This is an optimization exercise on Yosys and OpenROAD, whose aim is a short achievable clock period and few clock cycles, not a production implementation. Only simulation tests tie the RTL to the original design; equivalence was not proved. Power is estimated from default activity; no workload was simulated.

// isp_flash_programmer
module isp_flash_programmer (
    input  wire        clk,
    input  wire        rst,           
    input  wire        req_valid,
    output wire        req_ready,
    input  wire [2:0]  req_op,
    input  wire [31:0] req_addr,
    input  wire [31:0] req_arg,
    output wire        rsp_valid,
    input  wire        rsp_ready,
    output wire [1:0]  rsp_result,
    output wire [31:0] rsp_rdata,
    output wire [1:0]  rsp_verdict,
    output wire        busy,
    output wire        bus_en,
    output wire        bus_we,
    output wire [2:0]  bus_reg,
    output wire [31:0] bus_wdata,
    input  wire [31:0] bus_rdata
);
Size in the first run: about 850 cells after synthesis, ~190 flip-flops, ~180 I/O pins.
clock: 5.0 ns
lec_check: 0
abc_clock_period_in_ps: 2000
cap_margin: 20
core_margin: 2
core_utilization: 40
setup_slack_margin: 3.0
slew_margin: 20
run.sh (not shown) runs the stock make flow with config.mk's settings and CLKGATE_MAP_FILE= SYNTH_SCRIPT=/design/flow/synth_recipe.tcl, a recipe that flattens the netlist after the stock synthesis.
Testbench counts at the start, summed over its fixed seeds: cycles 19,325.
Then changed:
--- a/flow/design.v
+++ b/flow/design.v
@@ -103,29 +103,28 @@
     reg [2:0]  cnt;
     reg        fast_r;      
     reg        bad_r;       
     reg        ready_r;
     reg        busy_r;
     reg        en_r;
-    reg        go_r;        
     reg        we_r;
     reg [2:0]  reg_r;
     reg [31:0] wdata_r;
     reg        v_r;
-    reg [31:0] rd_x;
-    reg [31:0] rd_y;
+    reg        rdsel_r;
+    reg [31:0] rdata_r;
     reg [1:0]  res_r;
     reg [1:0]  verdict_r;
     assign req_ready   = ready_r;
     assign busy        = busy_r;
-    assign bus_en      = ~rst & go_r & (en_r | req_valid);
+    assign bus_en      = ~rst & (en_r | (fast_r & req_valid));
     assign bus_we      = we_r;
     assign bus_reg     = reg_r;
     assign bus_wdata   = wdata_r;
     assign rsp_valid   = v_r;
-    assign rsp_rdata   = ~(rd_y & ~(bus_rdata & rd_x));
+    assign rsp_rdata   = rdsel_r ? bus_rdata : rdata_r;
     assign rsp_verdict = verdict_r;
     isp_result_encoder u_enc (
         .c_inv  (res_r == R_INVALID),
         .c_tmo  (res_r == R_TIMEOUT),
         .c_flt  (res_r == R_HWFAULT),
         .result (rsp_result)
@@ -182,18 +181,16 @@
         s_rdata <= n_rdata;
         s_vdata <= n_vdata;
         s_resp  <= n_resp;
         ready_r <= n_idle;
         busy_r  <= ~n_idle;
         v_r     <= n_cfail | n_rdata | n_resp;
+        rdsel_r <= n_rdata;
         en_r    <= n_wcmd | n_waddr | n_wdata | n_trig | n_poll |
                    n_rfail | n_cfail | n_rdata | n_vdata;
         fast_r  <= ~rst & done & req_valid &  ok_req;
-        go_r    <= (n_wcmd | n_waddr | n_wdata | n_trig | n_poll |
-                    n_rfail | n_cfail | n_rdata | n_vdata) |
-                   (~rst & done & req_valid & ok_req);
         bad_r   <= ~rst & done & req_valid & ~ok_req;
     end
     always @(posedge clk) begin
         if (accept) begin
             op    <= req_op;
             addr  <= req_addr;
@@ -203,13 +200,13 @@
             phase <= 1'b1;
         end
         if (s_trig) begin
             if (!verify_read) cnt <= N_MAX;
         end else if (poll_done & two_phase) begin
             cnt <= N_MAX;
-        end else if ((poll_busy | s_vdata) & ~last) begin
+        end else if ((poll_busy & ~last) | (s_vdata & ~rd_def & ~last)) begin
             cnt <= cnt - 1'b1;
         end
     end
     always @(posedge clk) begin
         if (s_idle) begin                        
             we_r <= 1'b1; reg_r <= REG_ADDR;    wdata_r <= req_addr;
@@ -246,23 +243,18 @@
         end else begin                           
             we_r <= 1'b1; reg_r <= REG_CMD;     wdata_r <= code0_f(req_op);
         end
     end
     always @(posedge clk) begin
         if (accept) begin
-            rd_x      <= SENTINEL;
-            rd_y      <= ~SENTINEL;
+            rdata_r   <= SENTINEL;
             verdict_r <= V_NONE;
             res_r     <= R_INVALID;
         end else begin
-            if (s_poll & to_rdata)             
-                rd_y <= {32{~rd_busy}};
-            else if (s_rdata) begin
-                rd_x <= bus_rdata;
-                rd_y <= ~bus_rdata;
-            end
+            if (s_rdata)
+                rdata_r <= bus_rdata;
             if (s_check)
                 res_r <= R_INVALID;
             else if (s_poll)
                 res_r <= ~rd_busy ? R_SUCCESS : (verify_read ? R_HWFAULT : R_TIMEOUT);
             else if (s_rfail)
                 res_r <= rd_fail ? R_HWFAULT : R_SUCCESS;
The new run completed without violations.
Cell count shrinks by about a fifth.
Total power shrinks by roughly a tenth.
Routed wire length shrinks by about a fifth.
Setup slack got worse by 0.052 ns.
Design area shrinks by about a fifth.
Global-route usage shrinks by 0.83 points.
Clock skew grows by 0.0046 ns.
Core utilization shrinks by 2.6 points.
Combinational power shrinks by about a fifth.
Testbench counts after the change, summed over its fixed seeds: cycles 19,325.

========
The RTL this note starts from:
==> flow/design.v <==
module isp_result_encoder (
    input  wire       c_inv,
    input  wire       c_tmo,
    input  wire       c_flt,
    output reg  [1:0] result
);
    localparam [1:0] R_SUCCESS = 2'd0,
                     R_TIMEOUT = 2'd1,
                     R_HWFAULT = 2'd2,
                     R_INVALID = 2'd3;
    always @(*) begin
        if (c_inv)
            result = R_INVALID;
        else if (c_tmo)
            result = R_TIMEOUT;
        else if (c_flt)
            result = R_HWFAULT;
        else
            result = R_SUCCESS;
    end
endmodule
module isp_flash_programmer (
    input  wire        clk,
    input  wire        rst,           
    input  wire        req_valid,
    output wire        req_ready,
    input  wire [2:0]  req_op,
    input  wire [31:0] req_addr,
    input  wire [31:0] req_arg,
    output wire        rsp_valid,
    input  wire        rsp_ready,
    output wire [1:0]  rsp_result,
    output wire [31:0] rsp_rdata,
    output wire [1:0]  rsp_verdict,
    output wire        busy,
    output wire        bus_en,
    output wire        bus_we,
    output wire [2:0]  bus_reg,
    output wire [31:0] bus_wdata,
    input  wire [31:0] bus_rdata
);
    localparam [2:0]      N_MAX                = 3'd4;
    localparam [31:0]     GO_VALUE             = 32'h0000_0001;
    localparam [31:0]     C_PAGE_ERASE         = 32'h0000_0022;
    localparam [31:0]     C_PAGE_ERASE_SPECIAL = 32'h0000_0022;
    localparam [31:0]     C_READ               = 32'h0000_0000;
    localparam [31:0]     C_PROGRAM            = 32'h0000_0021;
    localparam [31:0]     C_RUN_CKSUM          = 32'h0000_002D;
    localparam [31:0]     C_READ_CKSUM         = 32'h0000_000D;
    localparam [31:0]     C_RUN_ALL1           = 32'h0000_0028;
    localparam [31:0]     C_READ_ALL1          = 32'h0000_0008;
    localparam [31:0]     SPECIAL_ERASE_ADDR   = 32'h0020_0000;
    localparam [31:0]     ERASE_UNLOCK_KEY     = 32'h0055_AA03;
    localparam [31:0]     ALL1_YES             = 32'hA11F_FFFF;
    localparam [31:0]     ALL1_NO              = 32'hA110_0000;
    localparam [31:0]     SENTINEL             = 32'hFFFF_FFFF;
    localparam            BUSY_BIT             = 0;    
    localparam            FAIL_BIT             = 6;    
    localparam [2:0] OP_ERASE   = 3'd0,
                     OP_READ    = 3'd1,
                     OP_PROGRAM = 3'd2,
                     OP_CKSUM   = 3'd3,
                     OP_VERIFY  = 3'd4;
    localparam [2:0] REG_CMD     = 3'd0,
                     REG_ADDR    = 3'd1,
                     REG_DATA    = 3'd2,
                     REG_TRIG    = 3'd3,
                     REG_STATUS  = 3'd4,
                     REG_FAILCTL = 3'd5;
    localparam [1:0] V_NONE       = 2'd0,
                     V_ALLONES    = 2'd1,
                     V_NOTALLONES = 2'd2;
    localparam [1:0] R_SUCCESS = 2'd0,
                     R_TIMEOUT = 2'd1,
                     R_HWFAULT = 2'd2,
                     R_INVALID = 2'd3;
    function arg_ok_f(input [2:0] o, input [31:0] a, input [31:0] g);
        case (o)
            OP_ERASE:   arg_ok_f = (a[8:0] == 9'd0);
            OP_READ:    arg_ok_f = (a[1:0] == 2'd0);
            OP_PROGRAM: arg_ok_f = (a[1:0] == 2'd0);
            OP_CKSUM:   arg_ok_f = (a[8:0] == 9'd0) && (g[8:0] == 9'd0);
            OP_VERIFY:  arg_ok_f = (a[8:0] == 9'd0) && (g[8:0] == 9'd0);
            default:    arg_ok_f = 1'b0;
        endcase
    endfunction
    function [31:0] code0_f(input [2:0] o);
        case (o)
            OP_ERASE:   code0_f = C_PAGE_ERASE;    
            OP_READ:    code0_f = C_READ;
            OP_PROGRAM: code0_f = C_PROGRAM;
            OP_CKSUM:   code0_f = C_RUN_CKSUM;
            OP_VERIFY:  code0_f = C_RUN_ALL1;
            default:    code0_f = 32'd0;
        endcase
    endfunction
    reg s_idle, s_check, s_wcmd, s_waddr, s_wdata, s_trig, s_poll,
        s_rfail, s_cfail, s_rdata, s_vdata, s_resp;
    reg [2:0]  op;
    reg [31:0] addr;
    reg [31:0] arg;
    reg        phase;
    reg [2:0]  cnt;
    reg        fast_r;      
    reg        bad_r;       
    reg        ready_r;
    reg        busy_r;
    reg        en_r;
    reg        we_r;
    reg [2:0]  reg_r;
    reg [31:0] wdata_r;
    reg        v_r;
    reg        rdsel_r;
    reg [31:0] rdata_n;
    reg [1:0]  res_r;
    reg [1:0]  verdict_r;
    assign req_ready   = ready_r;
    assign busy        = busy_r;
    assign bus_en      = ~rst & (en_r | (fast_r & req_valid));
    assign bus_we      = we_r;
    assign bus_reg     = reg_r;
    assign bus_wdata   = wdata_r;
    assign rsp_valid   = v_r;
    assign rsp_rdata   = ~(rdata_n & ~(bus_rdata & {32{rdsel_r}}));
    assign rsp_verdict = verdict_r;
    isp_result_encoder u_enc (
        .c_inv  (res_r == R_INVALID),
        .c_tmo  (res_r == R_TIMEOUT),
        .c_flt  (res_r == R_HWFAULT),
        .result (rsp_result)
    );
    wire rd_busy = bus_rdata[BUSY_BIT];
    wire rd_fail = bus_rdata[FAIL_BIT];
    wire rd_yes  = (bus_rdata == ALL1_YES);
    wire rd_no   = (bus_rdata == ALL1_NO);
    wire rd_def  = rd_yes | rd_no;
    wire last    = (cnt == 3'd1);
    wire op_erase  = (op == OP_ERASE);
    wire op_read   = (op == OP_READ);
    wire op_prog   = (op == OP_PROGRAM);
    wire op_cksum  = (op == OP_CKSUM);
    wire op_verify = (op == OP_VERIFY);
    wire is_special  = (addr == SPECIAL_ERASE_ADDR);
    wire has_data    = (op_erase & is_special) | op_prog | ((op_cksum | op_verify) & ~phase);
    wire verify_read = op_verify & phase;
    wire two_phase   = (op_cksum | op_verify) & ~phase;       
    wire to_rdata    = op_read | (op_cksum & phase);           
    wire to_rfail    = op_erase | op_prog;                     
    wire ok_latched  = arg_ok_f(op, addr, arg);
    wire ok_req      = arg_ok_f(req_op, req_addr, req_arg);
    wire accept      = s_idle & req_valid;         
    wire answering   = s_cfail | s_rdata | s_resp;  
    wire done        = answering & rsp_ready;
    wire poll_busy = s_poll & rd_busy;
    wire poll_done = s_poll & ~rd_busy;
    wire n_idle  = rst | (s_idle & ~req_valid) | done;
    wire n_check = ~rst & accept & ~fast_r & ~bad_r;
    wire n_wcmd  = ~rst & ((s_check & ok_latched) | (poll_done & two_phase) |
                           (s_vdata & ~rd_def & ~last));
    wire n_waddr = ~rst & ((accept & fast_r) | s_wcmd);
    wire n_wdata = ~rst & s_waddr & has_data;
    wire n_trig  = ~rst & ((s_waddr & ~has_data) | s_wdata);
    wire n_poll  = ~rst & (s_trig | (poll_busy & ~last));
    wire n_rfail = ~rst & poll_done & to_rfail;
    wire n_cfail = ~rst & s_rfail & rd_fail;
    wire n_rdata = ~rst & poll_done & to_rdata;
    wire n_vdata = ~rst & poll_done & verify_read;
    wire n_resp  = ~rst & ((accept & bad_r) | (s_check & ~ok_latched) |
                           (poll_busy & last) | (s_rfail & ~rd_fail) |
                           (s_vdata & (rd_def | last)) | (answering & ~rsp_ready));
    always @(posedge clk) begin
        s_idle  <= n_idle;
        s_check <= n_check;
        s_wcmd  <= n_wcmd;
        s_waddr <= n_waddr;
        s_wdata <= n_wdata;
        s_trig  <= n_trig;
        s_poll  <= n_poll;
        s_rfail <= n_rfail;
        s_cfail <= n_cfail;
        s_rdata <= n_rdata;
        s_vdata <= n_vdata;
        s_resp  <= n_resp;
        ready_r <= n_idle;
        busy_r  <= ~n_idle;
        v_r     <= n_cfail | n_rdata | n_resp;
        rdsel_r <= n_rdata;
        en_r    <= n_wcmd | n_waddr | n_wdata | n_trig | n_poll |
                   n_rfail | n_cfail | n_rdata | n_vdata;
        fast_r  <= ~rst & done & req_valid &  ok_req;
        bad_r   <= ~rst & done & req_valid & ~ok_req;
    end
    always @(posedge clk) begin
        if (accept) begin
            op    <= req_op;
            addr  <= req_addr;
            arg   <= req_arg;
            phase <= 1'b0;
        end else if (poll_done & two_phase) begin
            phase <= 1'b1;
        end
        if (s_trig) begin
            if (!verify_read) cnt <= N_MAX;
        end else if (poll_done & two_phase) begin
            cnt <= N_MAX;
        end else if ((poll_busy | s_vdata) & ~last) begin
            cnt <= cnt - 1'b1;
        end
    end
    always @(posedge clk) begin
        if (s_idle) begin                        
            we_r <= 1'b1; reg_r <= REG_ADDR;    wdata_r <= req_addr;
        end else if (s_check) begin              
            we_r <= 1'b1; reg_r <= REG_CMD;     wdata_r <= code0_f(op);
        end else if (s_wcmd) begin               
            we_r <= 1'b1; reg_r <= REG_ADDR;    wdata_r <= addr;
        end else if (s_waddr) begin              
            we_r <= 1'b1;
            if (has_data) begin
                reg_r <= REG_DATA; wdata_r <= op_erase ? ERASE_UNLOCK_KEY : arg;
            end else begin
                reg_r <= REG_TRIG; wdata_r <= GO_VALUE;
            end
        end else if (s_wdata) begin              
            we_r <= 1'b1; reg_r <= REG_TRIG;    wdata_r <= GO_VALUE;
        end else if (s_trig) begin               
            we_r <= 1'b0; reg_r <= REG_STATUS;
        end else if (s_poll) begin               
            wdata_r <= op_cksum ? C_READ_CKSUM : C_READ_ALL1;
            if (rd_busy) begin
                we_r <= 1'b0; reg_r <= REG_STATUS;
            end else if (two_phase) begin
                we_r <= 1'b1; reg_r <= REG_CMD;
            end else if (to_rfail) begin
                we_r <= 1'b0; reg_r <= REG_FAILCTL;
            end else begin
                we_r <= 1'b0; reg_r <= REG_DATA;
            end
        end else if (s_rfail) begin              
            we_r <= 1'b1; reg_r <= REG_FAILCTL; wdata_r <= bus_rdata;
        end else if (s_vdata) begin              
            we_r <= 1'b1; reg_r <= REG_CMD;     wdata_r <= C_READ_ALL1;
        end else begin                           
            we_r <= 1'b1; reg_r <= REG_CMD;     wdata_r <= code0_f(req_op);
        end
    end
    always @(posedge clk) begin
        if (accept) begin
            rdata_n   <= ~SENTINEL;
            verdict_r <= V_NONE;
            res_r     <= R_INVALID;
        end else begin
            if (poll_done & to_rdata)
                rdata_n <= 32'hFFFF_FFFF;
            else if (s_rdata)
                rdata_n <= ~bus_rdata;
            if (s_check)
                res_r <= R_INVALID;
            else if (s_poll)
                res_r <= ~rd_busy ? R_SUCCESS : (verify_read ? R_HWFAULT : R_TIMEOUT);
            else if (s_rfail)
                res_r <= rd_fail ? R_HWFAULT : R_SUCCESS;
            else if (s_vdata) begin
                res_r     <= rd_def ? R_SUCCESS : R_HWFAULT;
                verdict_r <= {rd_no, rd_yes};
            end
        end
    end
endmodule
Settings: LEC_CHECK=0, ABC_CLOCK_PERIOD_IN_PS=1000, CAP_MARGIN=20, CORE_MARGIN=2, CORE_UTILIZATION=40, SETUP_SLACK_MARGIN=3.0, SLEW_MARGIN=20; clock period 5.0 ns.
Testbench counts at the start, summed over its fixed seeds: cycles 19,325.
Then changed:
--- a/flow/design.v
+++ b/flow/design.v
@@ -107,24 +107,24 @@
     reg        busy_r;
     reg        en_r;
     reg        we_r;
     reg [2:0]  reg_r;
     reg [31:0] wdata_r;
     reg        v_r;
-    reg        rdsel_r;
-    reg [31:0] rdata_n;
+    reg [31:0] rd_a;
+    reg [31:0] rd_b;
     reg [1:0]  res_r;
     reg [1:0]  verdict_r;
     assign req_ready   = ready_r;
     assign busy        = busy_r;
     assign bus_en      = ~rst & (en_r | (fast_r & req_valid));
     assign bus_we      = we_r;
     assign bus_reg     = reg_r;
     assign bus_wdata   = wdata_r;
     assign rsp_valid   = v_r;
-    assign rsp_rdata   = ~(rdata_n & ~(bus_rdata & {32{rdsel_r}}));
+    assign rsp_rdata   = (bus_rdata | rd_b) & rd_a;
     assign rsp_verdict = verdict_r;
     isp_result_encoder u_enc (
         .c_inv  (res_r == R_INVALID),
         .c_tmo  (res_r == R_TIMEOUT),
         .c_flt  (res_r == R_HWFAULT),
         .result (rsp_result)
@@ -181,13 +181,12 @@
         s_rdata <= n_rdata;
         s_vdata <= n_vdata;
         s_resp  <= n_resp;
         ready_r <= n_idle;
         busy_r  <= ~n_idle;
         v_r     <= n_cfail | n_rdata | n_resp;
-        rdsel_r <= n_rdata;
         en_r    <= n_wcmd | n_waddr | n_wdata | n_trig | n_poll |
                    n_rfail | n_cfail | n_rdata | n_vdata;
         fast_r  <= ~rst & done & req_valid &  ok_req;
         bad_r   <= ~rst & done & req_valid & ~ok_req;
     end
     always @(posedge clk) begin
@@ -243,20 +242,23 @@
         end else begin                           
             we_r <= 1'b1; reg_r <= REG_CMD;     wdata_r <= code0_f(req_op);
         end
     end
     always @(posedge clk) begin
         if (accept) begin
-            rdata_n   <= ~SENTINEL;
+            rd_a      <= SENTINEL;
+            rd_b      <= SENTINEL;
             verdict_r <= V_NONE;
             res_r     <= R_INVALID;
         end else begin
-            if (poll_done & to_rdata)
-                rdata_n <= 32'hFFFF_FFFF;
-            else if (s_rdata)
-                rdata_n <= ~bus_rdata;
+            if (s_poll & to_rdata)             
+                rd_b <= {32{rd_busy}};
+            else if (s_rdata) begin
+                rd_a <= bus_rdata;
+                rd_b <= bus_rdata;
+            end
             if (s_check)
                 res_r <= R_INVALID;
             else if (s_poll)
                 res_r <= ~rd_busy ? R_SUCCESS : (verify_read ? R_HWFAULT : R_TIMEOUT);
             else if (s_rfail)
                 res_r <= rd_fail ? R_HWFAULT : R_SUCCESS;
After rerunning:
- maximum frequency came out higher by about 2.5%
- global-route usage came out lower by 3.6 points
- wire length came out higher by about 7%
- power came out higher by 12%
- hold slack loses 0.0060 ns
- sequential cell count came out higher by 32
Testbench counts after the change, summed over its fixed seeds: cycles 19,325.

what the ideal ports hide:
The results above use ideal ports. As a check the final layouts listed here were re-extracted and re-timed, cells and wires unchanged. Step 1 (the two cells are an assumption about what drives the block):
set clk [get_ports {clk}]
set_driving_cell -lib_cell sky130_fd_sc_hd__clkbuf_16 $clk
set_driving_cell -lib_cell sky130_fd_sc_hd__buf_2 [delete_from_list [all_inputs] $clk]
Step 2 also shifts input and output timing later by t, the mid clock arrival at the registers, as if the neighbouring blocks saw the same clock. a / b / c = ideal ports / drivers / drivers and shift; a / b = the first two.
run | t (ns) | setup slack, ns | hold WS [ns] | clock arrival spread, ns
the first run of note 1 | 0.486 | 2.557 / 2.510 / 2.165 | 0.413 / 0.413 / 0.413 | 0.012 / 0.011
the second run of note 1 | 0.478 | 2.505 / 2.448 / 2.304 | 0.478 / 0.478 / 0.478 | 0.018 / 0.018
the first run of note 2 | 0.476 | 2.511 / 2.466 / 2.219 | 0.471 / 0.471 / 0.471 | 0.011 / 0.011
the second run of note 2 | 0.479 | 2.572 / 2.516 / 2.367 | 0.465 / 0.465 / 0.465 | 0.012 / 0.013
After both steps setup and hold are still met in every run listed. For the first run of note 1, which loses most, drivers alone change the setup slack by -0.047 ns; drivers and shift together by -0.392 ns.
